This design comes from an exercise in tuning for small area on the open sky130 flow, not from production work. Function was checked by simulation only, so behaviour that the tests miss may differ from the original. No driver is modelled on the clock port, so clocking that relies on it looks cheaper here than on a real chip. Power and IR drop assume default switching activity.

**flow/config.mk**
```make
export PLATFORM = sky130hd
export DESIGN_NAME = xbfs
export DESIGN_NICKNAME = xbfs
export VERILOG_FILES = /design/flow/design.v
export SDC_FILE = /design/flow/constraint.sdc
export NUM_CORES = 4
export LEC_CHECK = 0
export CAP_MARGIN = 10
export CORE_MARGIN = 2
export CORE_UTILIZATION = 65
export SLEW_MARGIN = 10
```
**flow/constraint.sdc**
```tcl
create_clock -name core_clock -period 10.0 [get_ports {clk}]
set_input_delay 2.0000 -clock core_clock [delete_from_list [all_inputs] [get_ports {clk}]]
set_output_delay 2.0000 -clock core_clock [all_outputs]
set_load 0.01 [all_outputs]
```
**flow/design.v**
```verilog
module xbfs (
    input  wire        clk,
    input  wire        rst,           
    input  wire        cmd_valid,
    input  wire [15:0] cmd,
    input  wire [31:0] wdata,
    output reg  [31:0] rdata,
    output reg         rdata_valid,
    output wire        irq,
    output reg         frame_out,
    output reg         rec_out
);
    localparam [3:0] S_M0  = 4'd0, S_M1  = 4'd1, S_MID = 4'd2, S_LEN = 4'd3,
                     S_PAY = 4'd4, S_CKS = 4'd5, S_XLH = 4'd6, S_XLL = 4'd7,
                     S_XSK = 4'd8;
    localparam [1:0] T_H0 = 2'd0, T_H1 = 2'd1, T_H2 = 2'd2, T_VAL = 2'd3;
    localparam NB = 169;
    reg  [3:0]  fst;
    reg         sync_f;
    reg  [8:0]  fidx;
    reg  [7:0]  cur_len;
    reg  [7:0]  acc;
    reg  [16:0] skip_rem;
    reg  [7:0]  mid_r;
    reg         cksel;
    reg  [10:0] irq_en_lo;
    reg  [2:0]  irq_en_hi;
    reg  [10:0] ev_lo;                
    reg  [2:0]  ev_hi;                
    reg         lc_valid;
    reg  [3:0]  lc_code;
    reg  [31:0] cnt_discard, cnt_resync, cnt_syncloss, cnt_frame, cnt_ckerr,
                cnt_extlen;
    reg  [31:0] last_frame;
    reg         rec_pending;
    reg         rec_tr, rec_un, rec_sh, rec_lg;
    reg  [7:0]  rec_nrec;
    reg  [15:0] rec_lastunk;
    reg  [31:0] rec_seq;
    reg  [16:0] avail;
    reg  [8*NB-1:0] bank;
    reg  [6:0]  rd_idx;
    reg  [1:0]  tst;
    reg         t_stop;
    reg  [15:0] t_id;
    reg  [7:0]  t_vcnt;               
    reg  [4:0]  t_xcnt;               
    reg         p_tr, p_un, p_sh, p_lg;
    reg  [7:0]  p_nrec;
    reg  [15:0] p_lastunk;
    reg  [16:0] wk_av;
    reg  [8*NB-1:0] wk;
    wire        is_byte  = cmd_valid && (cmd[15:8] == 8'h00);
    wire        is_read  = cmd_valid && (cmd[15:7] == 9'h080);
    wire        is_write = cmd_valid && (cmd[15:7] == 9'h100);
    wire        is_bad   = cmd_valid && !(is_byte || is_read || is_write);
    wire [6:0]  idx      = cmd[6:0];
    wire [7:0]  b        = cmd[7:0];
    function [31:0] f_inc;           
        input [31:0] a;
        input        ci;
        integer      i;
        reg          c;
        begin
            c = ci;
            for (i = 0; i < 32; i = i + 1) begin
                f_inc[i] = a[i] ^ c;
                c        = c & a[i];
            end
        end
    endfunction
    function [31:0] f_dec;           
        input [31:0] a;
        input        bi;
        integer      i;
        reg          c;
        begin
            c = bi;
            for (i = 0; i < 32; i = i + 1) begin
                f_dec[i] = a[i] ^ c;
                c        = c & ~a[i];
            end
        end
    endfunction
    function [7:0] f_add8;           
        input [7:0] a;
        input [7:0] b;
        input       ci;
        integer     i;
        reg         c;
        begin
            c = ci;
            for (i = 0; i < 8; i = i + 1) begin
                f_add8[i] = a[i] ^ b[i] ^ c;
                c         = (a[i] & b[i]) | (c & (a[i] ^ b[i]));
            end
        end
    endfunction
    function f_ge8;                  
        input [7:0] a;
        input [7:0] b;
        integer     i;
        reg         c;
        begin
            c = 1'b1;                
            for (i = 0; i < 8; i = i + 1)
                c = (a[i] & ~b[i]) | (c & (a[i] | ~b[i]));
            f_ge8 = c;
        end
    endfunction
    wire [16:0] m_id;
    assign m_id[0] = (t_id == 16'h1020);
    assign m_id[1] = (t_id == 16'h1060);
    assign m_id[2] = (t_id == 16'h1010);
    assign m_id[3] = (t_id == 16'h2030);
    assign m_id[4] = (t_id == 16'h2010);
    assign m_id[5] = (t_id == 16'h4020);
    assign m_id[6] = (t_id == 16'h4030);
    assign m_id[7] = (t_id == 16'h8020);
    assign m_id[8] = (t_id == 16'hC020);
    assign m_id[9] = (t_id == 16'h5042);
    assign m_id[10] = (t_id == 16'h5022);
    assign m_id[11] = (t_id == 16'hD012);
    assign m_id[12] = (t_id == 16'hE020);
    assign m_id[13] = (t_id == 16'h0810);
    assign m_id[14] = (t_id == 16'h3010);
    assign m_id[15] = (t_id == 16'h4010);
    assign m_id[16] = (t_id == 16'h8030);
    wire        known = |m_id;
    reg  [4:0]  lk_size;
    always @* begin
        lk_size = 5'd0;
        case (1'b1)
            m_id[0]: lk_size = 5'd2;
            m_id[1]: lk_size = 5'd4;
            m_id[2]: lk_size = 5'd11;
            m_id[3]: lk_size = 5'd12;
            m_id[4]: lk_size = 5'd16;
            m_id[5]: lk_size = 5'd12;
            m_id[6]: lk_size = 5'd12;
            m_id[7]: lk_size = 5'd12;
            m_id[8]: lk_size = 5'd12;
            m_id[9]: lk_size = 5'd12;
            m_id[10]: lk_size = 5'd6;
            m_id[11]: lk_size = 5'd18;
            m_id[12]: lk_size = 5'd4;
            m_id[13]: lk_size = 5'd4;
            m_id[14]: lk_size = 5'd4;
            m_id[15]: lk_size = 5'd12;
            m_id[16]: lk_size = 5'd16;
            default: lk_size = 5'd0;
        endcase
    end
    wire        pay_step  = is_byte && (fst == S_PAY);
    wire        len_step  = is_byte && (fst == S_LEN) && (b != 8'hFF);
    wire [7:0]  rem_here  = f_add8(cur_len, ~fidx[7:0], 1'b1) + 8'd4;   
    wire        p_step    = pay_step && !t_stop;
    wire        val_step  = p_step && (tst == T_VAL);
    wire        x_on      = val_step && (t_xcnt != 5'd0);
    wire [16:0] wk_en     = x_on ? m_id : 17'd0;
    always @(posedge clk) begin
        if (len_step) begin
            tst       <= T_H0;
            t_stop    <= 1'b0;
            p_tr      <= 1'b0;
            p_un      <= 1'b0;
            p_sh      <= 1'b0;
            p_lg      <= 1'b0;
            p_nrec    <= 8'd0;
            p_lastunk <= 16'd0;
            wk_av     <= 17'd0;
        end else if (p_step) begin
            case (tst)
                T_H0: begin
                    if (rem_here[7:2] == 6'd0 && rem_here[1:0] != 2'd3) begin
                        p_tr   <= 1'b1;
                        t_stop <= 1'b1;
                    end else begin
                        t_id[15:8] <= b;
                        tst        <= T_H1;
                    end
                end
                T_H1: begin
                    t_id[7:0] <= b;
                    tst       <= T_H2;
                end
                T_H2: begin
                    p_nrec <= f_inc({24'd0, p_nrec}, 1'b1);
                    if (f_ge8(b, rem_here)) begin
                        p_tr   <= 1'b1;
                        t_stop <= 1'b1;
                    end else begin
                        t_vcnt <= b;
                        t_xcnt <= 5'd0;
                        if (known) begin
                            if (!f_ge8(b, {3'd0, lk_size})) begin
                                p_sh <= 1'b1;
                            end else begin
                                if (b != {3'd0, lk_size})
                                    p_lg <= 1'b1;
                                t_xcnt <= lk_size;
                                wk_av  <= wk_av | m_id;
                            end
                        end else begin
                            p_un      <= 1'b1;
                            p_lastunk <= t_id;
                        end
                        tst <= (b == 8'd0) ? T_H0 : T_VAL;
                    end
                end
                default: begin  
                    t_vcnt <= f_dec({24'd0, t_vcnt}, 1'b1);
                    if (t_xcnt != 5'd0)
                        t_xcnt <= f_dec({27'd0, t_xcnt}, 1'b1);
                    if (t_vcnt == 8'd1)
                        tst <= T_H0;
                end
            endcase
        end
    end
    always @(posedge clk) begin
            if (wk_en[0]) wk[15:0] <= {b, wk[15:8]};
            if (wk_en[1]) wk[47:16] <= {b, wk[47:24]};
            if (wk_en[2]) wk[135:48] <= {b, wk[135:56]};
            if (wk_en[3]) wk[231:136] <= {b, wk[231:144]};
            if (wk_en[4]) wk[359:232] <= {b, wk[359:240]};
            if (wk_en[5]) wk[455:360] <= {b, wk[455:368]};
            if (wk_en[6]) wk[551:456] <= {b, wk[551:464]};
            if (wk_en[7]) wk[647:552] <= {b, wk[647:560]};
            if (wk_en[8]) wk[743:648] <= {b, wk[743:656]};
            if (wk_en[9]) wk[839:744] <= {b, wk[839:752]};
            if (wk_en[10]) wk[887:840] <= {b, wk[887:848]};
            if (wk_en[11]) wk[1031:888] <= {b, wk[1031:896]};
            if (wk_en[12]) wk[1063:1032] <= {b, wk[1063:1040]};
            if (wk_en[13]) wk[1095:1064] <= {b, wk[1095:1072]};
            if (wk_en[14]) wk[1127:1096] <= {b, wk[1127:1104]};
            if (wk_en[15]) wk[1223:1128] <= {b, wk[1223:1136]};
            if (wk_en[16]) wk[1351:1224] <= {b, wk[1351:1232]};
    end
    reg  [3:0]  fst_n;
    reg         sync_n;
    reg  [8:0]  fidx_n;
    reg  [7:0]  cur_len_n;
    reg  [7:0]  acc_n;
    reg  [16:0] skip_n;
    reg  [10:0] ev;                  
    reg  [2:0]  evh;                 
    reg  [1:0]  discard_inc;
    reg         inc_resync, inc_syncloss, inc_extlen, inc_frame, inc_ckerr;
    reg         commit_any, commit_ok, commit_rec;
    reg  [7:0]  ck_exp;
    reg         soft_rst;
    reg         bad_reg;
    always @* begin
        fst_n        = fst;
        sync_n       = sync_f;
        fidx_n       = fidx;
        cur_len_n    = cur_len;
        acc_n        = acc;
        skip_n       = skip_rem;
        ev           = 11'd0;
        evh          = 3'd0;
        discard_inc  = 2'd0;
        inc_resync   = 1'b0;
        inc_syncloss = 1'b0;
        inc_extlen   = 1'b0;
        inc_frame    = 1'b0;
        inc_ckerr    = 1'b0;
        commit_any   = 1'b0;
        commit_ok    = 1'b0;
        commit_rec   = 1'b0;
        ck_exp       = f_add8(~acc, {6'd0, ~cksel, cksel}, 1'b0);
        soft_rst     = 1'b0;
        bad_reg      = 1'b0;
        if (is_byte) begin
            case (fst)
                S_M0: begin
                    if (b == 8'hFA) begin
                        fidx_n = 9'd1;
                        fst_n  = S_M1;
                    end else begin
                        if (sync_f) begin
                            sync_n       = 1'b0;
                            inc_syncloss = 1'b1;
                            ev[2]        = 1'b1;
                        end
                        discard_inc = 2'd1;
                        ev[3]       = 1'b1;
                    end
                end
                S_M1: begin
                    if (b == 8'hFF) begin
                        fidx_n = 9'd2;
                        acc_n  = 8'd0;
                        fst_n  = S_MID;
                        if (!sync_f) begin
                            sync_n     = 1'b1;
                            inc_resync = 1'b1;
                            evh[0]     = 1'b1;
                        end
                    end else begin
                        if (sync_f) begin
                            sync_n       = 1'b0;
                            inc_syncloss = 1'b1;
                            ev[2]        = 1'b1;
                        end
                        ev[3] = 1'b1;
                        if (b == 8'hFA) begin
                            discard_inc = 2'd1;
                            fidx_n      = 9'd1;
                            fst_n       = S_M1;
                        end else begin
                            discard_inc = 2'd2;
                            fidx_n      = 9'd0;
                            fst_n       = S_M0;
                        end
                    end
                end
                S_MID: begin
                    fidx_n = 9'd3;
                    acc_n  = f_add8(acc, b, 1'b0);
                    fst_n  = S_LEN;
                end
                S_LEN: begin
                    if (b != 8'hFF) begin
                        fidx_n    = 9'd4;
                        acc_n     = f_add8(acc, b, 1'b0);
                        cur_len_n = b;
                        fst_n     = (b == 8'd0) ? S_CKS : S_PAY;
                    end else begin
                        inc_extlen = 1'b1;
                        ev[1]      = 1'b1;
                        fidx_n     = 9'd0;
                        acc_n      = 8'd0;
                        fst_n      = S_XLH;
                    end
                end
                S_PAY: begin
                    fidx_n = f_inc({23'd0, fidx}, 1'b1);
                    acc_n  = f_add8(acc, b, 1'b0);
                    if (rem_here == 8'd1)
                        fst_n = S_CKS;
                end
                S_CKS: begin
                    commit_any = 1'b1;
                    if (b == ck_exp) begin
                        commit_ok = 1'b1;
                        inc_frame = 1'b1;
                        evh[1]    = 1'b1;
                        if (mid_r == 8'h36) begin
                            commit_rec = 1'b1;
                            evh[2]     = 1'b1;
                            ev[5]      = rec_pending;
                            ev[4]      = p_tr;
                            ev[7]      = p_un;
                            ev[6]      = p_sh;
                            ev[8]      = p_lg;
                        end
                    end else begin
                        inc_ckerr = 1'b1;
                        ev[0]     = 1'b1;
                    end
                    fidx_n    = 9'd0;
                    cur_len_n = 8'd0;
                    acc_n     = 8'd0;
                    fst_n     = S_M0;
                end
                S_XLH: begin
                    skip_n = {1'b0, b, 8'd0};
                    fst_n  = S_XLL;
                end
                S_XLL: begin
                    skip_n = f_inc({15'd0, skip_rem[16:8], b}, 1'b1);
                    fst_n  = S_XSK;
                end
                S_XSK: begin
                    skip_n = f_dec({15'd0, skip_rem}, 1'b1);
                    if (skip_rem == 17'd1)
                        fst_n = S_M0;
                end
                default: ;
            endcase
        end
        if (is_read && (idx[6] || idx[5:0] == 6'h3F))
            bad_reg = 1'b1;
        if (is_write) begin
            case (idx)
                7'd0:  soft_rst = wdata[0];
                7'd2, 7'd3, 7'd4, 7'd5, 7'd6, 7'd7, 7'd8, 7'd9, 7'd10, 7'd12: ;
                default: bad_reg = 1'b1;
            endcase
        end
        ev[10] = bad_reg;
        ev[9]  = is_bad;
    end
    wire [31:0] sw_raw = {bank[1039:1032], bank[1047:1040], bank[1055:1048], bank[1063:1056]};
    wire [31:0] sw = avail[12] ? sw_raw : 32'd0;
    wire [31:0] status_dec = {20'd0, sw[28:27], sw[26], sw[25:23], sw[22],
                              sw[21], sw[4:3], sw[2], sw[1]};
    reg  [31:0] rd_val;
    always @* begin
        case (rd_idx)
            7'd0:  rd_val = {30'd0, cksel, 1'b0};
            7'd1:  rd_val = {7'd0, fidx, cur_len, 3'd0, fst, sync_f};
            7'd2:  rd_val = {13'd0, ev_hi, 5'd0, ev_lo};
            7'd3:  rd_val = {13'd0, irq_en_hi, 5'd0, irq_en_lo};
            7'd4:  rd_val = {lc_valid, 27'd0, lc_code};
            7'd5:  rd_val = cnt_discard;
            7'd6:  rd_val = cnt_resync;
            7'd7:  rd_val = cnt_syncloss;
            7'd8:  rd_val = cnt_frame;
            7'd9:  rd_val = cnt_ckerr;
            7'd10: rd_val = cnt_extlen;
            7'd11: rd_val = last_frame;
            7'd12: rd_val = {rec_lastunk, rec_nrec, 3'd0, rec_lg, rec_sh,
                             rec_un, rec_tr, rec_pending};
            7'd13: rd_val = rec_seq;
            7'd14: rd_val = {15'd0, avail};
            7'd15: rd_val = status_dec;
            7'd16: rd_val = {acc, 7'd0, skip_rem};
            7'd17: rd_val = avail[0] ? {16'd0, bank[7:0], bank[15:8]} : 32'd0;
            7'd18: rd_val = avail[1] ? {bank[23:16], bank[31:24], bank[39:32], bank[47:40]} : 32'd0;
            7'd19: rd_val = avail[2] ? {bank[55:48], bank[63:56], bank[71:64], bank[79:72]} : 32'd0;
            7'd20: rd_val = avail[2] ? {bank[111:104], bank[103:96], bank[87:80], bank[95:88]} : 32'd0;
            7'd21: rd_val = avail[2] ? {8'd0, bank[135:128], bank[127:120], bank[119:112]} : 32'd0;
            7'd22: rd_val = avail[3] ? {bank[143:136], bank[151:144], bank[159:152], bank[167:160]} : 32'd0;
            7'd23: rd_val = avail[3] ? {bank[175:168], bank[183:176], bank[191:184], bank[199:192]} : 32'd0;
            7'd24: rd_val = avail[3] ? {bank[207:200], bank[215:208], bank[223:216], bank[231:224]} : 32'd0;
            7'd25: rd_val = avail[4] ? {bank[239:232], bank[247:240], bank[255:248], bank[263:256]} : 32'd0;
            7'd26: rd_val = avail[4] ? {bank[271:264], bank[279:272], bank[287:280], bank[295:288]} : 32'd0;
            7'd27: rd_val = avail[4] ? {bank[303:296], bank[311:304], bank[319:312], bank[327:320]} : 32'd0;
            7'd28: rd_val = avail[4] ? {bank[335:328], bank[343:336], bank[351:344], bank[359:352]} : 32'd0;
            7'd29: rd_val = avail[5] ? {bank[367:360], bank[375:368], bank[383:376], bank[391:384]} : 32'd0;
            7'd30: rd_val = avail[5] ? {bank[399:392], bank[407:400], bank[415:408], bank[423:416]} : 32'd0;
            7'd31: rd_val = avail[5] ? {bank[431:424], bank[439:432], bank[447:440], bank[455:448]} : 32'd0;
            7'd32: rd_val = avail[6] ? {bank[463:456], bank[471:464], bank[479:472], bank[487:480]} : 32'd0;
            7'd33: rd_val = avail[6] ? {bank[495:488], bank[503:496], bank[511:504], bank[519:512]} : 32'd0;
            7'd34: rd_val = avail[6] ? {bank[527:520], bank[535:528], bank[543:536], bank[551:544]} : 32'd0;
            7'd35: rd_val = avail[7] ? {bank[559:552], bank[567:560], bank[575:568], bank[583:576]} : 32'd0;
            7'd36: rd_val = avail[7] ? {bank[591:584], bank[599:592], bank[607:600], bank[615:608]} : 32'd0;
            7'd37: rd_val = avail[7] ? {bank[623:616], bank[631:624], bank[639:632], bank[647:640]} : 32'd0;
            7'd38: rd_val = avail[8] ? {bank[655:648], bank[663:656], bank[671:664], bank[679:672]} : 32'd0;
            7'd39: rd_val = avail[8] ? {bank[687:680], bank[695:688], bank[703:696], bank[711:704]} : 32'd0;
            7'd40: rd_val = avail[8] ? {bank[719:712], bank[727:720], bank[735:728], bank[743:736]} : 32'd0;
            7'd41: rd_val = avail[9] ? {16'd0, bank[783:776], bank[791:784]} : 32'd0;
            7'd42: rd_val = avail[9] ? {bank[751:744], bank[759:752], bank[767:760], bank[775:768]} : 32'd0;
            7'd43: rd_val = avail[9] ? {16'd0, bank[831:824], bank[839:832]} : 32'd0;
            7'd44: rd_val = avail[9] ? {bank[799:792], bank[807:800], bank[815:808], bank[823:816]} : 32'd0;
            7'd45: rd_val = avail[10] ? {16'd0, bank[879:872], bank[887:880]} : 32'd0;
            7'd46: rd_val = avail[10] ? {bank[847:840], bank[855:848], bank[863:856], bank[871:864]} : 32'd0;
            7'd47: rd_val = avail[11] ? {16'd0, bank[927:920], bank[935:928]} : 32'd0;
            7'd48: rd_val = avail[11] ? {bank[895:888], bank[903:896], bank[911:904], bank[919:912]} : 32'd0;
            7'd49: rd_val = avail[11] ? {16'd0, bank[975:968], bank[983:976]} : 32'd0;
            7'd50: rd_val = avail[11] ? {bank[943:936], bank[951:944], bank[959:952], bank[967:960]} : 32'd0;
            7'd51: rd_val = avail[11] ? {16'd0, bank[1023:1016], bank[1031:1024]} : 32'd0;
            7'd52: rd_val = avail[11] ? {bank[991:984], bank[999:992], bank[1007:1000], bank[1015:1008]} : 32'd0;
            7'd53: rd_val = avail[12] ? {bank[1039:1032], bank[1047:1040], bank[1055:1048], bank[1063:1056]} : 32'd0;
            7'd54: rd_val = avail[13] ? {bank[1071:1064], bank[1079:1072], bank[1087:1080], bank[1095:1088]} : 32'd0;
            7'd55: rd_val = avail[14] ? {bank[1103:1096], bank[1111:1104], bank[1119:1112], bank[1127:1120]} : 32'd0;
            7'd56: rd_val = avail[15] ? {bank[1135:1128], bank[1143:1136], bank[1151:1144], bank[1159:1152]} : 32'd0;
            7'd57: rd_val = avail[15] ? {bank[1167:1160], bank[1175:1168], bank[1183:1176], bank[1191:1184]} : 32'd0;
            7'd58: rd_val = avail[15] ? {bank[1199:1192], bank[1207:1200], bank[1215:1208], bank[1223:1216]} : 32'd0;
            7'd59: rd_val = avail[16] ? {bank[1231:1224], bank[1239:1232], bank[1247:1240], bank[1255:1248]} : 32'd0;
            7'd60: rd_val = avail[16] ? {bank[1263:1256], bank[1271:1264], bank[1279:1272], bank[1287:1280]} : 32'd0;
            7'd61: rd_val = avail[16] ? {bank[1295:1288], bank[1303:1296], bank[1311:1304], bank[1319:1312]} : 32'd0;
            7'd62: rd_val = avail[16] ? {bank[1327:1320], bank[1335:1328], bank[1343:1336], bank[1351:1344]} : 32'd0;
            default: rd_val = 32'd0;
        endcase
    end
    wire        rd_hi = rd_idx == 7'd41 || rd_idx == 7'd43 || rd_idx == 7'd45 || rd_idx == 7'd47 || rd_idx == 7'd49 || rd_idx == 7'd51;
    always @* rdata = {rd_hi ? {16{rd_val[15]}} : rd_val[31:16], rd_val[15:0]};
    reg  [3:0] ev_code;
    integer    ei;
    always @* begin
        ev_code = 4'd0;
        for (ei = 10; ei >= 0; ei = ei - 1)
            if (ev[ei])
                ev_code = ei[3:0];
    end
    assign irq = |{ev_lo & irq_en_lo, ev_hi & irq_en_hi};
    always @(posedge clk)
        if (!rst && commit_rec)
            bank <= wk;
    always @(posedge clk) begin
        rd_idx <= idx;
        if (rst) begin
            fst          <= S_M0;
            sync_f       <= 1'b0;
            fidx         <= 9'd0;
            cur_len      <= 8'd0;
            acc          <= 8'd0;
            skip_rem     <= 17'd0;
            cksel        <= 1'b0;
            irq_en_lo    <= 11'd0;
            irq_en_hi    <= 3'd0;
            ev_lo        <= 11'd0;
            ev_hi        <= 3'd0;
            lc_valid     <= 1'b0;
            lc_code      <= 4'd0;
            cnt_discard  <= 32'd0;
            cnt_resync   <= 32'd0;
            cnt_syncloss <= 32'd0;
            cnt_frame    <= 32'd0;
            cnt_ckerr    <= 32'd0;
            cnt_extlen   <= 32'd0;
            last_frame   <= 32'd0;
            rec_pending  <= 1'b0;
            rec_tr       <= 1'b0;
            rec_un       <= 1'b0;
            rec_sh       <= 1'b0;
            rec_lg       <= 1'b0;
            rec_nrec     <= 8'd0;
            rec_lastunk  <= 16'd0;
            rec_seq      <= 32'd0;
            avail        <= 17'd0;
            rdata_valid  <= 1'b0;
            frame_out    <= 1'b0;
            rec_out      <= 1'b0;
        end else begin
            rdata_valid <= is_read;
            frame_out   <= commit_ok;
            rec_out     <= commit_rec;
            fst      <= fst_n;
            sync_f   <= sync_n;
            fidx     <= fidx_n;
            cur_len  <= cur_len_n;
            acc      <= acc_n;
            skip_rem <= skip_n;
            if (is_byte && fst == S_MID)
                mid_r <= b;
            cnt_discard  <= {f_inc({1'b0, cnt_discard[31:1]},
                                   discard_inc[1] | (discard_inc[0] & cnt_discard[0])),
                             cnt_discard[0] ^ discard_inc[0]};
            cnt_resync   <= f_inc(cnt_resync, inc_resync);
            cnt_syncloss <= f_inc(cnt_syncloss, inc_syncloss);
            cnt_extlen   <= f_inc(cnt_extlen, inc_extlen);
            cnt_frame    <= f_inc(cnt_frame, inc_frame);
            cnt_ckerr    <= f_inc(cnt_ckerr, inc_ckerr);
            rec_seq      <= f_inc(rec_seq, commit_rec);
            if (commit_any)
                last_frame <= {ck_exp, b, cur_len, mid_r};
            if (commit_rec) begin
                avail       <= wk_av;
                rec_pending <= 1'b1;
                rec_tr      <= p_tr;
                rec_un      <= p_un;
                rec_sh      <= p_sh;
                rec_lg      <= p_lg;
                rec_nrec    <= p_nrec;
                rec_lastunk <= p_lastunk;
            end
            ev_lo <= ev_lo | ev;
            ev_hi <= ev_hi | evh;
            if (|ev) begin
                lc_valid <= 1'b1;
                lc_code  <= ev_code;
            end
            if (is_write) begin
                case (idx)
                    7'd0:  cksel <= wdata[1];
                    7'd2:  begin
                               ev_lo <= ev_lo & ~wdata[10:0];
                               ev_hi <= ev_hi & ~wdata[18:16];
                           end
                    7'd3:  begin
                               irq_en_lo <= wdata[10:0];
                               irq_en_hi <= wdata[18:16];
                           end
                    7'd4:  begin lc_valid <= 1'b0; lc_code <= 4'd0; end
                    7'd5:  cnt_discard  <= 32'd0;
                    7'd6:  cnt_resync   <= 32'd0;
                    7'd7:  cnt_syncloss <= 32'd0;
                    7'd8:  cnt_frame    <= 32'd0;
                    7'd9:  cnt_ckerr    <= 32'd0;
                    7'd10: cnt_extlen   <= 32'd0;
                    7'd12: if (wdata[0]) rec_pending <= 1'b0;
                    default: ;
                endcase
            end
            if (soft_rst) begin
                fst          <= S_M0;
                sync_f       <= 1'b0;
                fidx         <= 9'd0;
                cur_len      <= 8'd0;
                acc          <= 8'd0;
                skip_rem     <= 17'd0;
                ev_lo        <= 11'd0;
                ev_hi        <= 3'd0;
                lc_valid     <= 1'b0;
                lc_code      <= 4'd0;
                cnt_discard  <= 32'd0;
                cnt_resync   <= 32'd0;
                cnt_syncloss <= 32'd0;
                cnt_frame    <= 32'd0;
                cnt_ckerr    <= 32'd0;
                cnt_extlen   <= 32'd0;
                last_frame   <= 32'd0;
                rec_pending  <= 1'b0;
                rec_tr       <= 1'b0;
                rec_un       <= 1'b0;
                rec_sh       <= 1'b0;
                rec_lg       <= 1'b0;
                rec_nrec     <= 8'd0;
                rec_lastunk  <= 16'd0;
                rec_seq      <= 32'd0;
                avail        <= 17'd0;
            end
        end
    end
endmodule
```
**flow/flow/run.sh**
```bash
#!/bin/bash
# The standard layout, with CTS using large clkbuf_16 sink clusters and no
# dummy loads, and the smallest buffer on the ports. Each tool's output is
# kept in a log file in this folder.
set -euo pipefail
CTS="-sink_clustering_enable -repair_clock_nets -dont_use_dummy_load"
CTS="$CTS -buf_list sky130_fd_sc_hd__clkbuf_16"
CTS="$CTS -sink_clustering_size 30 -sink_clustering_max_diameter 60"
bash standard.sh "CTS_ARGS=$CTS" "BUFFER_PORTS_ARGS=-buffer_cell sky130_fd_sc_hd__buf_1" finish > standard.log 2>&1
```
**flow/standard.sh**
```bash
#!/bin/bash
# synth_recipe.tcl (not shown) runs the flow's synth.tcl, then flattens the netlist and writes it again
# the make line also repeats each setting of config.mk as NAME=value (left out here)
make -C /OpenROAD-flow-scripts/flow DESIGN_CONFIG=/design/flow/config.mk WORK_HOME=/design/flow/orfs CLKGATE_MAP_FILE= SYNTH_SCRIPT=/design/flow/synth_recipe.tcl "${@:-finish}"
```
==> results of run 1 <==
[layout by cell type (no fill, tap or decap), types with 13 or more instances in the layout]
cell,count
o2111ai_1,14
nand4_1,47
nor2_2,34
a22oi_1,464
nand3_1,105
nand4b_1,15
o22ai_1,53
diode_2,14
a32oi_1,13
o211ai_1,14
xnor2_1,13
a31oi_1,17
edfxtp_1,2741
o22a_1,15
ha_1,276
buf_4,210
nor3_1,31
nor2_4,22
a221oi_1,78
and3_1,32
dfxtp_1,434
a211oi_1,20
xor2_1,19
inv_1,89
nand3b_1,15
nor2b_1,15
nor4_1,16
clkbuf_16,168
o21ai_0,80
nor2_1,140
nand2_1,398
fa_1,13
a22o_1,89
and2_1,228
a21oi_1,213
a222oi_1,169
buf_1,60
[worst paths after layout]
kind                       start                        to
min             wk[52]$_DFFE_PP_        bank[52]$_DFFE_PP_
min reg2reg     wk[52]$_DFFE_PP_        bank[52]$_DFFE_PP_
max          acc[0]$_SDFFE_PP0P_  cnt_ckerr[31]$_SDFF_PP0_
max reg2reg  acc[0]$_SDFFE_PP0P_  cnt_ckerr[31]$_SDFF_PP0_
[cell type report]
class                           count  area [µm²]
Sequential cell                  3181       91120
Tap cell                         2325        2909
Antenna cell                       14       35.03
Multi-Input combinational cell   2925       21210
Fill cell                       11180       51900
Inverter                           94       352.8
Timing Repair Buffer              290        2085
Clock buffer                      168        4204
[flip-flops by register name, summed over array words and instances (netlist names), 9 cells and up]
name	flops
bank	1352
wk	1352
cnt_ckerr	32
cnt_discard	32
cnt_extlen	32
cnt_frame	32
cnt_resync	32
cnt_syncloss	32
last_frame	32
rec_seq	32
avail	17
skip_rem	17
wk_av	17
p_lastunk	16
rec_lastunk	16
t_id	16
ev_lo	11
irq_en_lo	11
fidx	9
[critical path: cells and delay by family, from the launching register on]
family	cells	cell delay, ps
AOI/OAI and AO/OA	1	230
xor gates and xnor gates	2	330
adders and majority gates	38	7270
buffers and inverters	3	180
DFF	1	370
and+or+nand+nor	2	460
[cells by family after synthesis]
family	after synthesis	synth area share
compound gates	1361	0.08959
mux	10	0.0009248
simple gates	1230	0.05610
xor+xnor	33	0.002664
fa+ha+maj	291	0.03285
flops	3181	0.8018
buf+inv	436	0.01607
[layer usage]
layer,vias to the layer above,part of all wire
met5,-,0.0014
met4,26,0.070
met3,774,0.13
met2,4380,0.44
met1,32080,0.37
li1,26050,-
[power groups by stage]
stage	combinational, mW	clock [mW]	sequential [mW]
2_1_floorplan	0.0922	0	14.5
3_3_place_gp	0.231	0	14.5
3_5_place_dp	0.233	0	14.5
4_1_cts	0.233	6.89	14.2
5_1_grt	0.239	7.31	14.2
6_report	0.240	6.83	14.2
[stage by stage]
step,setup WS (ps),cells,utilization,hold WS [ps]
after CTS,1102,8983,0.7012,402.3
after floorplan,-13560,6542,-,400.3
after global placement,320.4,8815,0.6770,400.5
after detailed placement,266.7,8815,0.6770,404.5
after global routing,630.0,8985,0.7012,408.1
final,1056,8997,0.7014,398.5
==> summary.txt, run 1 <==
- Post-Syn Area per Cell: approximately 17 µm²
- Top cell type by total area after synthesis: edfxtp_1
- Synth warn: 1
- Post-DRT Antenna Nets: 0
- DRT Pass-1 Iters: 9
- Vias in the first global route: 58880
- Sequential power share: 0.668
- Hold Vio Cnt, Final: 0
- Seq/Total Area, Yosys: 0.8018
- CP max stage delay: ~370 ps
- Power density over the cells: 174.4 nW/µm²
- Clock Skews: 81.94 ps
- Least-Margin Pin Slew: 1377 ps
- Final Instance Area: around 120000 µm²
- DP Wirelength: 235900 µm
- Global-route layer with the greatest usage: met2
- Chip height: ~420 µm
- First-pass GRT wire length: between 400000 and 500000 µm
- Setup violators final: 0
- Internal: approximately 17 mW
- Number of synthesized flops with an enable pin: between 2000 and 3000
- Antenna violations before repair: 42
- FMAX: around 0.11 GHz
- Die area: around 180000 µm²
- Leakage power: 39.52 nW
- DRC: 0
- Hold Path Class: flip-flop to flip-flop
- Crit Path Max Fanout: 4
- Yosys top cell area share: 0.7243
- MaxCap Viol Count: 0
- Most common cell on crit path: ha_1
- CTS HTree Levels: 4
- Required @ worst endpoint: about 11000 ps
- Num CTS Buffers: ~170
- Slowest CP cell: dfxtp_1
- NumNets Final: 7000
- CTS resizes: 0
- Most common cell in the netlist: edfxtp_1
- Combinational power share: 0.011
- Pwr Total: between 20 and 25 mW
- Outcome: timing/DRC/antenna clean
- Peak supply drop: approximately 0.16 mV
- M1 GR Usage: 0.5334
- Worst EP arrival: between 9000 and 10000 ps
- Mapped Nets: 6882
- Grt met3 use: 0.1005
- WS Path Type: flip-flop to flip-flop
- CTS tree: built
- Setup bufs post-CTS: 0
- Clk latency of the worst-skew pair: ~870 ps
- Most instantiated cells after synthesis: 2741 x edfxtp_1, 464 x a22oi_1, 440 x dfxtp_1
- Hold_buf cts: 0
- Hold depth: 0
- Post-DP Area: between 100000 and 150000 µm²
- Main flop type after synthesis: edfxtp_1
- Cells after synthesis: ~6500
- CP Launch Type: flip-flop
- Global-route usage over all layers: 0.3811
- Core box area: between 150000 and 200000 µm²
- Relative slew slack: 0.08171
- Worst r2r path cells: 46
- Reg2Reg Setup Slack: roughly 1100 ps
- Root buf cell: clkbuf_16
- GR met2 Demand/Resource: 0.5477
- Die X: 422.1 µm
- Layout cells sized above 1: 0.08126
- Fin. max-slew vios: 0
- Initial DRC Count: 11790
- Sw Share: 0.1900
- Yosys reg bits: about 3200
- Top post-synthesis cells by area: edfxtp_1 72%, dfxtp_1 7.8%, a22oi_1 3.1%, ha_1 3.0%, a222oi_1 1.5%
- IO Count: 87
- Count of unique library cells instantiated by Yosys: 99
- CP Capture Type: flip-flop
- Clk sinks: 3181
- Routed len/inst: between 30 and 40 µm
- Largest net degree at the start of global routing: 169
- Vias per inst: just over 7
- Gp weighted congestion: about 1
- TNS Setup: 0 ps
- Clock power share: 0.321
- Final wirelength: between 300000 and 400000 µm
- Total grt overflow: 0
- RSZ-0062 raised after global routing: false
- Area Growth Syn to Fin: 7.287%
- Cell Rows: 153
- I/O Buffers: 68
- Time the worst path needs with I/O delays and setup: slightly below 9000 ps
- Clk slew on worst S/H paths: around 90 ps
- Mapped cell area: ~110000 µm²
- Net switching power: 4.040 mW
- Via count: about 63000
- Clock buffer depth: 3
- Asr flop ratio synth: 0
- Period utilization: 0.8944
- Starting Density: 0.6538
==> run 2, diff against run 1 <==
--- a/flow/config.mk
+++ b/flow/config.mk
@@ -6,6 +6,6 @@
 export NUM_CORES = 4
 export LEC_CHECK = 0
-export CAP_MARGIN = 10
+export CAP_MARGIN = 5
 export CORE_MARGIN = 2
-export CORE_UTILIZATION = 65
-export SLEW_MARGIN = 10
+export CORE_UTILIZATION = 68
+export SLEW_MARGIN = 5
==> summary.txt, run 2 <==
- Hold_buf cts: 0 (unchanged)
- Cell Rows: 150 (was 153)
- Clk sinks: 3181 (unchanged)
- Seq/Total Area, Yosys: 0.8018 (unchanged)
- Leakage power: 39.44 nW (was 39.52 nW)
- TNS Setup: 0 ps (unchanged)
- DRC: 0 (unchanged)
- Time the worst path needs with I/O delays and setup: 9137 ps (was 8944 ps)
- Clk latency of the worst-skew pair: 880 ps (was 870 ps)
- DRT Pass-1 Iters: 9 (unchanged)
- CP Launch Type: input port (was flip-flop)
- Setup bufs post-CTS: 0 (unchanged)
- Largest registers: bank (1352), wk (1352) (unchanged)
- Yosys reg bits: 3181 (unchanged)
- CP Capture Type: flip-flop (unchanged)
- Internal: 17.12 mW (was 17.22 mW)
- MaxCap Viol Count: 0 (unchanged)
- First-pass GRT wire length: 459400 µm (was 463600 µm)
- Synth warn: 1 (unchanged)
- Starting Density: 0.6819 (was 0.6538)
- Total grt overflow: 0 (unchanged)
- Relative slew slack: 0.03267 (was 0.08171)
- Mapped cell area: 113600 µm² (unchanged)
- Largest net degree at the start of global routing: 167 (was 169)
- Die area: 170400 µm² (was 178200 µm²)
- Top cell type by total area after synthesis: edfxtp_1 (unchanged)
- Least-Margin Pin Slew: 1451 ps (was 1377 ps)
- DP Wirelength: 234500 µm (was 235900 µm)
- Top post-synthesis cells by area: edfxtp_1 72%, dfxtp_1 7.8%, a22oi_1 3.1%, ha_1 3.0%, a222oi_1 1.5% (unchanged)
- Most common cell after layout, fill and taps aside: edfxtp_1 (unchanged)
- FMAX: 0.1094 GHz (was 0.1118 GHz)
- CTS tree: built (unchanged)
- Crit Path Max Fanout: 6 (was 4)
- Area Growth Syn to Fin: 6.998% (was 7.287%)
- Post-Syn Area per Cell: 17.37 µm² (unchanged)
- Post-DRT Antenna Nets: 0 (unchanged)
- Main flop type after synthesis: edfxtp_1 (unchanged)
- Outcome: timing/DRC/antenna clean (unchanged)
- Core box area: 166700 µm² (was 173800 µm²)
- # fillers: 10080 (was 11180)
- Clock Skews: 107.2 ps (was 81.94 ps)
- Sequential power share: 0.671 (was 0.668)
- Most instantiated cells after synthesis: 2741 x edfxtp_1, 464 x a22oi_1, 440 x dfxtp_1 (unchanged)
- CTS resizes: 0 (unchanged)
- Worst EP arrival: 9830 ps (was 9650 ps)
- Required @ worst endpoint: 10700 ps (was 10710 ps)
- Chip height: 412.8 µm (was 422.1 µm)
- Clock buffer depth: 3 (unchanged)
- Asr flop ratio synth: 0 (unchanged)
- Root buf cell: clkbuf_16 (unchanged)
- Num CTS Buffers: 162 (was 168)
- Clock power share: 0.317 (was 0.321)
- Final setup margin: 863.2 ps (was 1056 ps)
- Die X: 412.8 µm (was 422.1 µm)
- NumNets Final: 6990 (was 7000)
- Number of synthesized flops with an enable pin: 2741 (unchanged)
- WS Path Type: input port to flip-flop (was flip-flop to flip-flop)
- Via count: 63680 (was 63310)
- Cells after synthesis: 6542 (unchanged)
- Routed len/inst: 38.16 µm (was 37.87 µm)
- Vias in the first global route: 58620 (was 58880)
- Antenna violations before repair: 31 (was 42)
- Final wirelength: 338400 µm (was 340700 µm)
- Hold Path Class: flip-flop to flip-flop (unchanged)
- Setup violators final: 0 (unchanged)
- Yosys top cell area share: 0.7243 (unchanged)
- Power density over the cells: 173.9 nW/µm² (was 174.4 nW/µm²)
- Clk slew on worst S/H paths: 90 ps (about the same)
- Vias per inst: 7.180 (was 7.037)
- Hold Vio Cnt, Final: 0 (unchanged)
- Combinational power share: 0.012 (was 0.011)
- Most frequent cells in the layout: 2741 x edfxtp_1, 464 x a22oi_1, 434 x dfxtp_1 (unchanged)
- Global-route usage over all layers: 0.3988 (was 0.3811)
- Dpl ws: 200.2 ps (was 266.7 ps)
- Gp weighted congestion: 1.021 (was 0.9929)
- Peak supply drop: 0.2170 mV (was 0.1581 mV)
- Most common cell on crit path: ha_1 (unchanged)
- Period utilization: 0.9137 (was 0.8944)
- Pwr Total: 21.15 mW (was 21.26 mW)
- Initial DRC Count: 11900 (was 11790)
- Mapped Nets: 6882 (unchanged)
- Most common cell in the netlist: edfxtp_1 (unchanged)
- Layout cells sized above 1: 0.07942 (was 0.08126)
- CP max stage delay: 490 ps (was 370 ps)
- CTS HTree Levels: 4 (unchanged)
- IO Count: 87 (unchanged)
- Fin. max-slew vios: 0 (unchanged)
- Net switching power: 4.029 mW (was 4.040 mW)
- Sw Share: 0.1905 (was 0.1900)
- I/O Buffers: 68 (unchanged)
- Count of unique library cells instantiated by Yosys: 99 (unchanged)
- RSZ-0062 raised after global routing: false (unchanged)
- Slowest CP cell: clkbuf_2 (was dfxtp_1)
==> run 2: worst paths after layout <==
kind | startpoint | endpoint | slack (ps) | cells past startpoint
hold / removal | wk[1099]$_DFFE_PP_ | bank[1099]$_DFFE_PP_ | 370 | 0
hold reg to reg | wk[1099]$_DFFE_PP_ | bank[1099]$_DFFE_PP_ | 370 | 0
setup reg to reg | acc[0]$_SDFFE_PP0P_ | cnt_ckerr[31]$_SDFF_PP0_ | 1010 | 46
setup / recovery | cmd[0] | cnt_discard[31]$_SDFF_PP0_ | 860 | 40
==> run 2: through the flow <==
step,hold slack [ps],cells,area (µm²),util
after floorplan,400.3,6542,113700,-
after global placement,400.5,8690,117500,0.7049
after detailed placement,404.5,8690,117500,0.7049
after CTS,368.4,8852,121500,0.7292
after global routing,369.5,8852,121600,0.7293
final,365.1,8869,121600,0.7296
==> run 2: cell type report <==
cell class | count | area (µm²) | share of cell area
Tap cell | 2204 | 2758 | 0.02268
Clock buffer | 162 | 4054 | 0.03334
Sequential cell | 3181 | 91120 | 0.7494
Antenna cell | 17 | 42.54 | 0.0003499
Timing Repair Buffer | 286 | 2064 | 0.01698
Multi-Input combinational cell | 2925 | 21200 | 0.1743
Inverter | 94 | 352.8 | 0.002902
==> run 2: cells by family (layout without fill, tap and decap cells) <==
| group | Yosys count | in the layout | synth area share |
|---|---|---|---|
| AO/OA/AOI/OAI | 1361 | 1361 | 0.08959 |
| AND/OR/NAND/NOR | 1230 | 1230 | 0.05610 |
| adder cells (fa/ha/maj) | 291 | 291 | 0.03285 |
| flip-flops | 3181 | 3181 | 0.8018 |
| other | 0 | 17 | 0 |
| multiplexers | 10 | 10 | 0.0009248 |
| buffers and inverters | 436 | 542 | 0.01607 |
| XOR/XNOR | 33 | 33 | 0.002664 |
==> run 2: power by group through the flow <==
stage / registers [mW] / logic (mW) / clock network, mW
5_1_grt: 14.2 / 0.242 / 7.14
2_1_floorplan: 14.5 / 0.0922 / 0
3_5_place_dp: 14.5 / 0.232 / 0
3_3_place_gp: 14.5 / 0.232 / 0
4_1_cts: 14.2 / 0.233 / 6.72
6_report: 14.2 / 0.244 / 6.71
==> run 2: layer usage <==
metal | up-vias | share of wire | global-route usage
li1 | 26010 | - | -
met1 | 32140 | 0.36 | 0.5486
met2 | 4691 | 0.43 | 0.5672
met3 | 814 | 0.14 | 0.1266
met4 | 20 | 0.072 | 0.2334
met5 | - | 0.00037 | 0
==> run 2: worst max-delay path, delay by kind of cell <==
kind | cells | cell delay, ps
fa+ha+maj | 32 | 6030
simple gates | 4 | 820
buf+inv | 1 | 490
compound gates | 2 | 350
xor+xnor | 1 | 150
==> run 3, diff against run 2 <==
--- a/flow/flow/run.sh
+++ b/flow/flow/run.sh
@@ -6,4 +6,4 @@
 CTS="-sink_clustering_enable -repair_clock_nets -dont_use_dummy_load"
 CTS="$CTS -buf_list sky130_fd_sc_hd__clkbuf_16"
-CTS="$CTS -sink_clustering_size 30 -sink_clustering_max_diameter 60"
+CTS="$CTS -sink_clustering_size 27 -sink_clustering_max_diameter 60"
 bash standard.sh "CTS_ARGS=$CTS" "BUFFER_PORTS_ARGS=-buffer_cell sky130_fd_sc_hd__buf_1" finish > standard.log 2>&1
--- a/flow/config.mk
+++ b/flow/config.mk
@@ -6,6 +6,6 @@
 export NUM_CORES = 4
 export LEC_CHECK = 0
-export CAP_MARGIN = 5
+export CAP_MARGIN = 10
 export CORE_MARGIN = 2
-export CORE_UTILIZATION = 68
-export SLEW_MARGIN = 5
+export CORE_UTILIZATION = 72
+export SLEW_MARGIN = 10
==> summary.txt, run 3 <==
- Vias per inst: 7.429 (was 7.180)
- Antenna violations before repair: 32 (was 31)
- Slowest CP cell: dfxtp_1 (was clkbuf_2)
- First-pass GRT wire length: 467700 µm (was 459400 µm)
- Layout cells sized above 1: 0.08010 (was 0.07942)
- Routed wl met2: 143300 µm (was 145700 µm)
- Yosys top cell area share: 0.7243 (unchanged)
- Worst Hold Margin: 391.5 ps (was 365.1 ps)
- Pwr Total: 21.22 mW (was 21.15 mW)
- Peak supply drop: 0.2418 mV (was 0.2170 mV)
- Post-Synth XOR/XNOR Area: 0.002664 (unchanged)
- Main flop type after synthesis: edfxtp_1 (unchanged)
- Sw Share: 0.1908 (was 0.1905)
- Setup bufs post-CTS: 0 (unchanged)
- Outcome: timing/DRC/antenna clean (unchanged)
- Register area: 91120 µm² (unchanged)
- Net switching power: 4.049 mW (was 4.029 mW)
- Clk sinks: 3181 (unchanged)
- Multi-input combinational cell area: 21170 µm² (was 21200 µm²)
- Post-Syn Area per Cell: 17.37 µm² (unchanged)
- Final wirelength: 341500 µm (was 338400 µm)
- Leakage power: 39.47 nW (was 39.44 nW)
- DRT Pass-1 Iters: 9 (unchanged)
- DP Wirelength: 233700 µm (was 234500 µm)
- Final Instance Area: 121400 µm² (was 121600 µm²)
- CP Capture Type: flip-flop (unchanged)
- Clk latency of the worst-skew pair: 850 ps (was 880 ps)
- Most common cell on crit path: ha_1 (unchanged)
- TNS Setup: 0 ps (unchanged)
- CP max stage delay: 380 ps (was 490 ps)
- Clock power share: 0.320 (was 0.317)
- Worst EP arrival: 9800 ps (was 9830 ps)
- Fin. max-slew vios: 0 (unchanged)
- CP Launch Type: flip-flop (was input port)
- Largest family of logic cells by synthesized area: compound AO/OA/AOI/OAI gates (unchanged)
- Via count: 64910 (was 63680)
- Hold worst-path end: bank[891]$_DFFE_PP_ (was bank[1099]$_DFFE_PP_)
- Vias in the first global route: 60060 (was 58620)
- Crit Path Max Fanout: 4 (was 6)
- Top cell type by total area after synthesis: edfxtp_1 (unchanged)
- Multiplexer share of the synthesized area: 0.0009248 (unchanged)
- Uppermost layer routed: met5 (unchanged)
- Reg2Reg Setup Slack: 910 ps (was 1010 ps)
- Cells after synthesis: 6542 (unchanged)
- Clk slew on worst S/H paths: 90 ps (about the same)
- Routed len/inst: 39.08 µm (was 38.16 µm)
- NumNets Final: 6996 (was 6990)
- Global-route usage over all layers: 0.4243 (was 0.3988)
- M1 WL: 116000 µm (was 120900 µm)
- Relative slew slack: 0.02357 (was 0.03267)
- Mapped cell area: 113600 µm² (unchanged)
- Power density over the cells: 174.7 nW/µm² (was 173.9 nW/µm²)
- Worst reg2reg path endpoint: cnt_ckerr[31]$_SDFF_PP0_ (unchanged)
- Post-Synth Simple-Gate Area: 0.05610 (unchanged)
- Least-Margin Pin Slew: 1462 ps (was 1451 ps)
- Period utilization: 0.9094 (was 0.9137)
- Setup violators final: 0 (unchanged)
- Most common cell in the netlist: edfxtp_1 (unchanged)
- Number of synthesized flops with an enable pin: 2741 (unchanged)
- Most instantiated cells after synthesis: 2741 x edfxtp_1, 464 x a22oi_1, 440 x dfxtp_1 (unchanged)
- Mapped Nets: 6882 (unchanged)
- Area Growth Syn to Fin: 6.862% (was 6.998%)
- Core Util, Final: 0.7756 (was 0.7296)
- I/O Buffers: 68 (unchanged)
- FMAX: 0.1100 GHz (was 0.1094 GHz)
- Post-synthesis compound-gate area fraction: 0.08959 (unchanged)
- Largest net degree at the start of global routing: 176 (was 167)
- Most frequent cells in the layout: 2741 x edfxtp_1, 464 x a22oi_1, 434 x dfxtp_1 (unchanged)
- Num CTS Buffers: 165 (was 162)
- Largest registers: bank (1352), wk (1352) (unchanged)
- Total grt overflow: 0 (unchanged)
- Gp weighted congestion: 1.043 (was 1.021)
- CTS resizes: 0 (unchanged)
- Most common cell after layout, fill and taps aside: edfxtp_1 (unchanged)
- Die X: 401.3 µm (was 412.8 µm)
- Worst r2r path cells: 46 (unchanged)
- CTS tree: built (unchanged)
- WS Path Type: flip-flop to flip-flop (was input port to flip-flop)
- # fillers: 8348 (was 10080)
- Clock Skews: 88.03 ps (was 107.2 ps)
- Initial DRC Count: 13090 (was 11900)
- Yosys reg bits: 3181 (unchanged)
- Cell Rows: 145 (was 150)
- Time the worst path needs with I/O delays and setup: 9094 ps (was 9137 ps)
- Post-DRT Antenna Nets: 0 (unchanged)
- IO Count: 87 (unchanged)
- Hold path startpoint: wk[891]$_DFFE_PP_ (was wk[1099]$_DFFE_PP_)
- Count of unique library cells instantiated by Yosys: 99 (unchanged)
- Hold_buf cts: 0 (unchanged)
- Synth warn: 1 (unchanged)
- Required @ worst endpoint: 10710 ps (was 10700 ps)
- Sequential power share: 0.669 (was 0.671)
- RSZ-0062 raised after global routing: false (unchanged)
- Post-Synth Adder-Cell Area: 0.03285 (unchanged)
- R2r startpoint: acc[0]$_SDFFE_PP0P_ (unchanged)
- Internal: 17.17 mW (was 17.12 mW)
- Hold Path Class: flip-flop to flip-flop (unchanged)
- Hold depth: 0 (unchanged)
- DRC: 0 (unchanged)
- MaxCap Viol Count: 0 (unchanged)
- Chip height: 401.3 µm (was 412.8 µm)
- Post-DP Area: 117200 µm² (was 117500 µm²)
- Root buf cell: clkbuf_16 (unchanged)
- Top post-synthesis cells by area: edfxtp_1 72%, dfxtp_1 7.8%, a22oi_1 3.1%, ha_1 3.0%, a222oi_1 1.5% (unchanged)
- Seq/Total Area, Yosys: 0.8018 (unchanged)
- Wire length on met3: 54240 µm (was 47240 µm)
- Hold Vio Cnt, Final: 0 (unchanged)
- CP startpoint: acc[0]$_SDFFE_PP0P_ (was cmd[0])
- CTS HTree Levels: 4 (unchanged)
- Starting Density: 0.7258 (was 0.6819)
- Core box area: 156600 µm² (was 166700 µm²)
- Asr flop ratio synth: 0 (unchanged)
- Clock buffer depth: 3 (unchanged)
- Die area: 161000 µm² (was 170400 µm²)
- Combinational power share: 0.011 (was 0.012)
==> run 3: changes by cell type in the layout (fill, tap and decap cells not counted), sizes merged <==
cell    delta
clkinv     -1
diode      +9
buf        +2
clkbuf     +4
inv        +1
==> run 3: layout make-up <==
cell class | count | share of cell area
inverter | 94 | 0.002905
clock buffer | 165 | 0.03400
timing repair buffer | 289 | 0.01667
antenna | 26 | 0.0005358
tap | 2058 | 0.02120
multi-input combinational | 2925 | 0.1743
sequential | 3181 | 0.7504
==> run 3: kinds of logic (layout without fill, tap and decap cells) <==
group	after synthesis	count (layout)
muxes	10	10
DFF	3181	3181
adders and majority gates	291	291
AOI/OAI and AO/OA	1361	1361
buffers and inverters	436	548
xor gates and xnor gates	33	33
other	0	26
and+or+nand+nor	1230	1230
==> run 3: power groups by stage <==
stage,registers (mW),clock network (mW),logic (mW)
final,14.2,6.79,0.239
after global routing,14.2,7.16,0.235
after CTS,14.2,6.77,0.226
after detailed placement,14.5,0,0.226
after global placement,14.5,0,0.224
after floorplan,14.5,0,0.0922
==> run 3: worst max path at each step <==
stage | end | cells after the start
after floorplan | bank[0]$_DFFE_PP_ | 6
after global placement | cnt_syncloss[31]$_SDFF_PP0_ | 41
after detailed placement | cnt_syncloss[31]$_SDFF_PP0_ | 41
after CTS | cnt_syncloss[31]$_SDFF_PP0_ | 41
after global routing | cnt_ckerr[31]$_SDFF_PP0_ | 46
final | cnt_ckerr[31]$_SDFF_PP0_ | 46
==> run 3: worst max-delay path, delay by kind of cell (launching register included) <==
kind | cells | cell delay (ps)
flops | 1 | 380
xor+xnor | 2 | 300
fa+ha+maj | 38 | 7330
buf+inv | 3 | 170
simple gates | 2 | 520
compound gates | 1 | 310
==> run 3: metal layers <==
metal	GRT usage	up-vias
met3	0.1423	1007
met1	0.5832	32060
li1	-	26030
met5	0	-
met4	0.2649	26
met2	0.5929	5786
==> run 3: per-stage QoR <==
stage / setup slack [ps] / instances
after CTS: 982.7 / 8712
after global routing: 539.7 / 8712
after floorplan: -13560 / 6542
final: 906.2 / 8738
after detailed placement: 211.9 / 8547
after global placement: 234.6 / 8547
==> run 4, diff against run 3 <==
==> flow/flow/run.sh (replaced) <==
#!/bin/bash
# The standard layout, with CTS using large clkbuf_16 sink clusters and no
# dummy loads, small leaf buffers where their clusters allow it
# (flow/downsize.tcl, run at the end of CTS), and the smallest buffer on the
# ports. Each tool's output is kept in a log file in this folder.
set -euo pipefail
CTS="-sink_clustering_enable -repair_clock_nets -dont_use_dummy_load"
CTS="$CTS -buf_list sky130_fd_sc_hd__clkbuf_16"
CTS="$CTS -sink_clustering_size 27 -sink_clustering_max_diameter 60"
bash standard.sh "CTS_ARGS=$CTS" "POST_CTS_TCL=$(pwd)/flow/downsize.tcl" \
    "BUFFER_PORTS_ARGS=-buffer_cell sky130_fd_sc_hd__buf_1" finish > standard.log 2>&1
==> flow/flow/downsize.tcl (new file) <==
# Downsize the clock tree's leaf buffers where their flip-flops keep a
# small clock slew: large clusters keep clkbuf_16, small ones need less.
estimate_parasitics -placement
set target 0.100
set sizes {sky130_fd_sc_hd__clkbuf_4 sky130_fd_sc_hd__clkbuf_8}
set n 0
set saved 0.0
foreach inst [get_cells clkbuf_leaf_*] {
  set name [get_full_name $inst]
  set orig [get_lib_cells */[get_property $inst ref_name]]
  set net [get_nets -of_objects [get_pins $name/X]]
  set sinks [get_pins -of_objects $net -filter "direction==input"]
  foreach s $sizes {
    replace_cell $inst [get_lib_cells */$s]
    set worst 0
    foreach p $sinks {
      set v [get_property $p slew_max]
      if {$v > $worst} { set worst $v }
    }
    if {$worst <= $target} {
      incr n
      break
    }
    replace_cell $inst $orig
  }
}
puts "downsized $n clock leaf buffers"
==> summary.txt, run 4 <==
- Outcome: timing/DRC/antenna clean (unchanged)
- Fin. max-slew vios: 0 (unchanged)
- Mapped cell area: 113600 µm² (unchanged)
- Cell Rows: 145 (unchanged)
- Starting Density: 0.7258 (unchanged)
- Most common cell on crit path: ha_1 (unchanged)
- Most common cell in the netlist: edfxtp_1 (unchanged)
- RSZ-0062 raised after global routing: false (unchanged)
- Layout cells sized above 1: 0.08010 (unchanged)
- Worst r2r path cells: 46 (unchanged)
- Gp weighted congestion: 1.043 (unchanged)
- Yosys top cell area share: 0.7243 (unchanged)
- CP max stage delay: 360 ps (was 380 ps)
- Total grt overflow: 0 (unchanged)
- Clk sinks: 3181 (unchanged)
- Mapped Nets: 6882 (unchanged)
- Most instantiated cells after synthesis: 2741 x edfxtp_1, 464 x a22oi_1, 440 x dfxtp_1 (unchanged)
- Cells after synthesis: 6542 (unchanged)
- Setup violators final: 0 (unchanged)
- Dpl ws: 211.9 ps (unchanged)
- Global-route usage over all layers: 0.4243 (about the same)
- R2r startpoint: acc[0]$_SDFFE_PP0P_ (unchanged)
- Relative slew slack: 0.03216 (was 0.02357)
- Vias in the first global route: 60090 (was 60060)
- Crit Path Max Fanout: 5 (was 4)
- Worst reg2reg path endpoint: cnt_ckerr[31]$_SDFF_PP0_ (unchanged)
- Post-DRT Antenna Nets: 0 (unchanged)
- Final setup margin: 898.5 ps (was 906.2 ps)
- Clk slew on worst S/H paths: 90 ps (about the same)
- Via count: 64830 (was 64910)
- Top post-synthesis cells by area: edfxtp_1 72%, dfxtp_1 7.8%, a22oi_1 3.1%, ha_1 3.0%, a222oi_1 1.5% (unchanged)
- Synth warn: 1 (unchanged)
- Vias per inst: 7.425 (was 7.429)
- Core box area: 156600 µm² (unchanged)
- Largest registers: bank (1352), wk (1352) (unchanged)
- Yosys reg bits: 3181 (unchanged)
- Peak supply drop: 0.2403 mV (was 0.2418 mV)
- Worst EP arrival: 9780 ps (was 9800 ps)
- CTS tree: built (unchanged)
- Largest net degree at the start of global routing: 176 (unchanged)
- Slowest CP cell: clkbuf_2 (was dfxtp_1)
- DRC: 0 (unchanged)
- Chip height: 401.3 µm (unchanged)
- TNS Setup: 0 ps (unchanged)
- Number of synthesized flops with an enable pin: 2741 (unchanged)
- Clk latency of the worst-skew pair: 840 ps (was 850 ps)
- CP startpoint: cmd[0] (was acc[0]$_SDFFE_PP0P_)
- DRT Pass-1 Iters: 14 (was 9)
- Core Util, Final: 0.7728 (was 0.7756)
- Power density over the cells: 172.5 nW/µm² (was 174.7 nW/µm²)
- Initial DRC Count: 13550 (was 13090)
- Reg2Reg Setup Slack: 930 ps (was 910 ps)
- IO Count: 87 (unchanged)
- Most frequent cells in the layout: 2741 x edfxtp_1, 464 x a22oi_1, 434 x dfxtp_1 (unchanged)
- NumNets Final: 6996 (unchanged)
- CP Launch Type: input port (was flip-flop)
- Crit path to: cnt_discard[31]$_SDFF_PP0_ (was cnt_ckerr[31]$_SDFF_PP0_)
- Main flop type after synthesis: edfxtp_1 (unchanged)
- Final wirelength: 341600 µm (was 341500 µm)
- Leakage power: 39.28 nW (was 39.47 nW)
- Antenna violations before repair: 42 (was 32)
- Die area: 161000 µm² (unchanged)
- Area Growth Syn to Fin: 6.475% (was 6.862%)
- Worst Hold Margin: 396.4 ps (was 391.5 ps)
- Seq/Total Area, Yosys: 0.8018 (unchanged)
- Die X: 401.3 µm (unchanged)
- MaxCap Viol Count: 0 (unchanged)
- Required @ worst endpoint: 10680 ps (was 10710 ps)
- I/O Buffers: 68 (unchanged)
- Clock Skews: 73.23 ps (was 88.03 ps)
- FMAX: 0.1099 GHz (was 0.1100 GHz)
- Hold Path Class: flip-flop to flip-flop (unchanged)
- CP Capture Type: flip-flop (unchanged)
- Hold Vio Cnt, Final: 0 (unchanged)
- DP Wirelength: 233700 µm (unchanged)
- Top cell type by total area after synthesis: edfxtp_1 (unchanged)
- WS Path Type: input port to flip-flop (was flip-flop to flip-flop)
- First-pass GRT wire length: 467500 µm (was 467700 µm)
- Count of unique library cells instantiated by Yosys: 99 (unchanged)
- Most common cell after layout, fill and taps aside: edfxtp_1 (unchanged)
- Least-Margin Pin Slew: 1452 ps (was 1462 ps)
- Post-Syn Area per Cell: 17.37 µm² (unchanged)
- Period utilization: 0.9102 (was 0.9094)
- Time the worst path needs with I/O delays and setup: 9102 ps (was 9094 ps)
- Routed len/inst: 39.12 µm (was 39.08 µm)
- Asr flop ratio synth: 0 (unchanged)
-- run 4: cell counts after synthesis --
No cell type changed its count.
-- run 4: worst min-delay path by stage --
stage	to	slack, ps	from	depth (start not counted)
6_report	bank[891]$_DFFE_PP_	400	wk[891]$_DFFE_PP_	0
5_1_grt	bank[891]$_DFFE_PP_	400	wk[891]$_DFFE_PP_	0
3_5_place_dp	bank[136]$_DFFE_PP_	400	wk[136]$_DFFE_PP_	0
3_3_place_gp	bank[232]$_DFFE_PP_	400	wk[232]$_DFFE_PP_	0
2_1_floorplan	bank[0]$_DFFE_PP_	400	wk[0]$_DFFE_PP_	0
-- run 4: cell families after synthesis --
logic type,synth area share
buf+inv,0.01607
simple gates,0.05610
fa+ha+maj,0.03285
mux,0.0009248
xor+xnor,0.002664
compound gates,0.08959
flops,0.8018
-- run 4: cell type report --
type                            instances  area (µm²)
Clock buffer                          165        3704
Tap cell                             2058        2575
Antenna cell                           20       50.05
Multi-Input combinational cell       2925       21170
Fill cell                            8394       35570
Inverter                               94       352.8
Sequential cell                      3181       91120
Timing Repair Buffer                  289        2024
-- run 4: worst max-delay path, delay by kind of cell --
family                     cells  cell delay, ps
AOI/OAI and AO/OA              2             350
adders and majority gates     32            6040
and+or+nand+nor                5             750
xor gates and xnor gates       1             150
buffers and inverters          2             490
-- run 4: where the power goes --
group	internal, mW	switching [mW]
Combinational	0.0460	0.193
Sequential	14.2	0.00778
Clock	2.62	3.82
Total	16.9	4.02
-- run 4: layer usage --
layer  up-vias  routed length (µm)  global-route usage
met2      5763              143900              0.5948
li1      26020                   -                   -
met1     32020              116300              0.5846
met5         -                 170                   0
met3      1002               54220              0.1414
met4        28               26990              0.2592
-- run 4: per-stage QoR --
stage                     instance area, µm²  cells  power (mW)
after floorplan                       113700   6542       14.58
after global placement                117200   8547       14.72
after detailed placement              117200   8547       14.72
after global routing                  121000   8713       21.22
final                                 121000   8732       20.88
==> run 5, diff against run 4 <==
--- a/flow/flow/run.sh
+++ b/flow/flow/run.sh
@@ -7,5 +7,5 @@
 CTS="-sink_clustering_enable -repair_clock_nets -dont_use_dummy_load"
 CTS="$CTS -buf_list sky130_fd_sc_hd__clkbuf_16"
-CTS="$CTS -sink_clustering_size 27 -sink_clustering_max_diameter 60"
+CTS="$CTS -sink_clustering_size 30 -sink_clustering_max_diameter 60"
 bash standard.sh "CTS_ARGS=$CTS" "POST_CTS_TCL=$(pwd)/flow/downsize.tcl" \
     "BUFFER_PORTS_ARGS=-buffer_cell sky130_fd_sc_hd__buf_1" finish > standard.log 2>&1
--- a/flow/flow/downsize.tcl
+++ b/flow/flow/downsize.tcl
@@ -2,5 +2,5 @@
 # small clock slew: large clusters keep clkbuf_16, small ones need less.
 estimate_parasitics -placement
-set target 0.100
+set target 0.105
 set sizes {sky130_fd_sc_hd__clkbuf_4 sky130_fd_sc_hd__clkbuf_8}
 set n 0
--- a/flow/config.mk
+++ b/flow/config.mk
@@ -6,6 +6,6 @@
 export NUM_CORES = 4
 export LEC_CHECK = 0
-export CAP_MARGIN = 10
+export CAP_MARGIN = 5
 export CORE_MARGIN = 2
-export CORE_UTILIZATION = 72
-export SLEW_MARGIN = 10
+export CORE_UTILIZATION = 68
+export SLEW_MARGIN = 5
==> summary.txt, run 5 <==
- Hold Path Class: flip-flop to flip-flop (unchanged)
- NumNets Final: 6990 (was 6996)
- Pwr Total: 20.71 mW (was 20.88 mW)
- Starting Density: 0.6819 (was 0.7258)
- Multi-input combinational cell area: 21200 µm² (was 21170 µm²)
- # fillers: 10140 (was 8394)
- Cells after synthesis: 6542 (unchanged)
- Final setup margin: 919.6 ps (was 898.5 ps)
- Worst EP arrival: 9770 ps (was 9780 ps)
- Relative slew slack: 0.02847 (was 0.03216)
- Chip height: 412.8 µm (was 401.3 µm)
- Vias per inst: 7.169 (was 7.425)
- Die X: 412.8 µm (was 401.3 µm)
- Cell Rows: 150 (was 145)
- WS Path Type: input port to flip-flop (unchanged)
- CTS tree: built (unchanged)
- Initial DRC Count: 11900 (was 13550)
- Number of synthesized flops with an enable pin: 2741 (unchanged)
- FMAX: 0.1101 GHz (was 0.1099 GHz)
- I/O Buffers: 68 (unchanged)
- Yosys reg bits: 3181 (unchanged)
- DRC: 0 (unchanged)
- Via count: 63610 (was 64830)
- Setup violators final: 0 (unchanged)
- Fin. max-slew vios: 0 (unchanged)
- Antenna violations before repair: 36 (was 42)
- Gp weighted congestion: 1.021 (was 1.043)
- CP Launch Type: input port (unchanged)
- Seq/Total Area, Yosys: 0.8018 (unchanged)
- Most common cell on crit path: ha_1 (unchanged)
- Post-Syn Area per Cell: 17.37 µm² (unchanged)
- Post-Synth Adder-Cell Area: 0.03285 (unchanged)
- Synth warn: 1 (unchanged)
- Outcome: timing/DRC/antenna clean (unchanged)
- Most common cell in the netlist: edfxtp_1 (unchanged)
- Area Growth Syn to Fin: 6.563% (was 6.475%)
- Multiplexer share of the synthesized area: 0.0009248 (unchanged)
- Final wirelength: 338000 µm (was 341600 µm)
- Hold Vio Cnt, Final: 0 (unchanged)
- CP Capture Type: flip-flop (unchanged)
- Register area: 91120 µm² (unchanged)
- Largest net degree at the start of global routing: 167 (was 176)
- Required @ worst endpoint: 10690 ps (was 10680 ps)
- Post-DRT Antenna Nets: 0 (unchanged)
- Main flop type after synthesis: edfxtp_1 (unchanged)
- DRT Pass-1 Iters: 10 (was 14)
- Clk slew on worst S/H paths: 100 ps (was 90 ps)
- Post-Synth XOR/XNOR Area: 0.002664 (unchanged)
- Top cell type by total area after synthesis: edfxtp_1 (unchanged)
- Clock Skews: 92.64 ps (was 73.23 ps)
- Clk sinks: 3181 (unchanged)
- Time the worst path needs with I/O delays and setup: 9080 ps (was 9102 ps)
- Dpl ws: 200.2 ps (was 211.9 ps)
- Asr flop ratio synth: 0 (unchanged)
- Most common cell after layout, fill and taps aside: edfxtp_1 (unchanged)
- Slowest CP cell: clkbuf_2 (unchanged)
- Most instantiated cells after synthesis: 2741 x edfxtp_1, 464 x a22oi_1, 440 x dfxtp_1 (unchanged)
- Peak supply drop: 0.2177 mV (was 0.2403 mV)
- CP max stage delay: 410 ps (was 360 ps)
- Total grt overflow: 0 (unchanged)
- RSZ-0062 raised after global routing: false (unchanged)
- Leakage power: 39.22 nW (was 39.28 nW)
- Yosys top cell area share: 0.7243 (unchanged)
- TNS Setup: 0 ps (unchanged)
- IO Count: 87 (unchanged)
- Count of unique library cells instantiated by Yosys: 99 (unchanged)
- Post-synthesis compound-gate area fraction: 0.08959 (unchanged)
- Die area: 170400 µm² (was 161000 µm²)
- Post-Synth Simple-Gate Area: 0.05610 (unchanged)
- MaxCap Viol Count: 0 (unchanged)
- First-pass GRT wire length: 458700 µm (was 467500 µm)
## run 5: cell counts after synthesis
Identical to the previous run, type by type.
## run 5: kinds of logic (layout without fill, tap and decap cells)
| family | count (synthesis) | in the layout |
|---|---|---|
| xor+xnor | 33 | 33 |
| buf+inv | 436 | 542 |
| flops | 3181 | 3181 |
| mux | 10 | 10 |
| compound gates | 1361 | 1361 |
| fa+ha+maj | 291 | 291 |
| other cells | 0 | 21 |
| simple gates | 1230 | 1230 |
## run 5: area by class of cell
type | instances | area share
Inverter | 94 | 0.002914
Multi-Input combinational cell | 2925 | 0.1750
Clock buffer | 162 | 0.02931
Antenna cell | 21 | 0.0004339
Timing Repair Buffer | 286 | 0.01705
Sequential cell | 3181 | 0.7525
Tap cell | 2204 | 0.02277
## run 5: per-layer routing
metal	global-route usage	share of wire	vias to the layer above
li1	-	-	26010
met3	0.1263	0.14	854
met2	0.5691	0.43	4750
met4	0.2275	0.072	32
met1	0.5471	0.36	31970
met5	0.007066	0.0010	-
## run 5: power breakdown
| part | internal (mW) | switching [mW] | total, mW |
|---|---|---|---|
| registers | 14.2 | 0.00906 | 14.2 |
| clock network | 2.51 | 3.77 | 6.28 |
| logic | 0.0477 | 0.194 | 0.242 |
| total | 16.7 | 3.97 | 20.7 |
## run 5: final timing paths
check,from,slack (ps),to,cells after the start
setup / recovery,cmd[1],920,cnt_discard[31]$_SDFF_PP0_,40
hold / removal,wk[1099]$_DFFE_PP_,360,bank[1099]$_DFFE_PP_,0
setup reg to reg,acc[0]$_SDFFE_PP0P_,1000,cnt_ckerr[31]$_SDFF_PP0_,46
hold reg to reg,wk[1099]$_DFFE_PP_,360,bank[1099]$_DFFE_PP_,0
## run 5: through the flow
stage / cells / hold slack (ps) / area [µm²]
2_1_floorplan: 6542 / 400.3 / 113700
3_3_place_gp: 8690 / 400.5 / 117500
3_5_place_dp: 8690 / 404.5 / 117500
5_1_grt: 8852 / 367.4 / 121000
6_report: 8873 / 362.4 / 121100
## run 5: critical path, delay by kind of cell
| kind | cells | cell delay [ps] |
|---|---|---|
| simple gates | 4 | 840 |
| xor+xnor | 1 | 150 |
| fa+ha+maj | 32 | 5990 |
| buf+inv | 1 | 410 |
| compound gates | 2 | 350 |

Re-timed with assumed drivers on the ports (clkbuf_16 on the clock, buf_2 on other inputs), run 5 has 0.796 ns of setup slack against 0.920 ns with ideal ports, and -0.127 ns once port delays also move by the mid clock arrival of 0.923 ns.
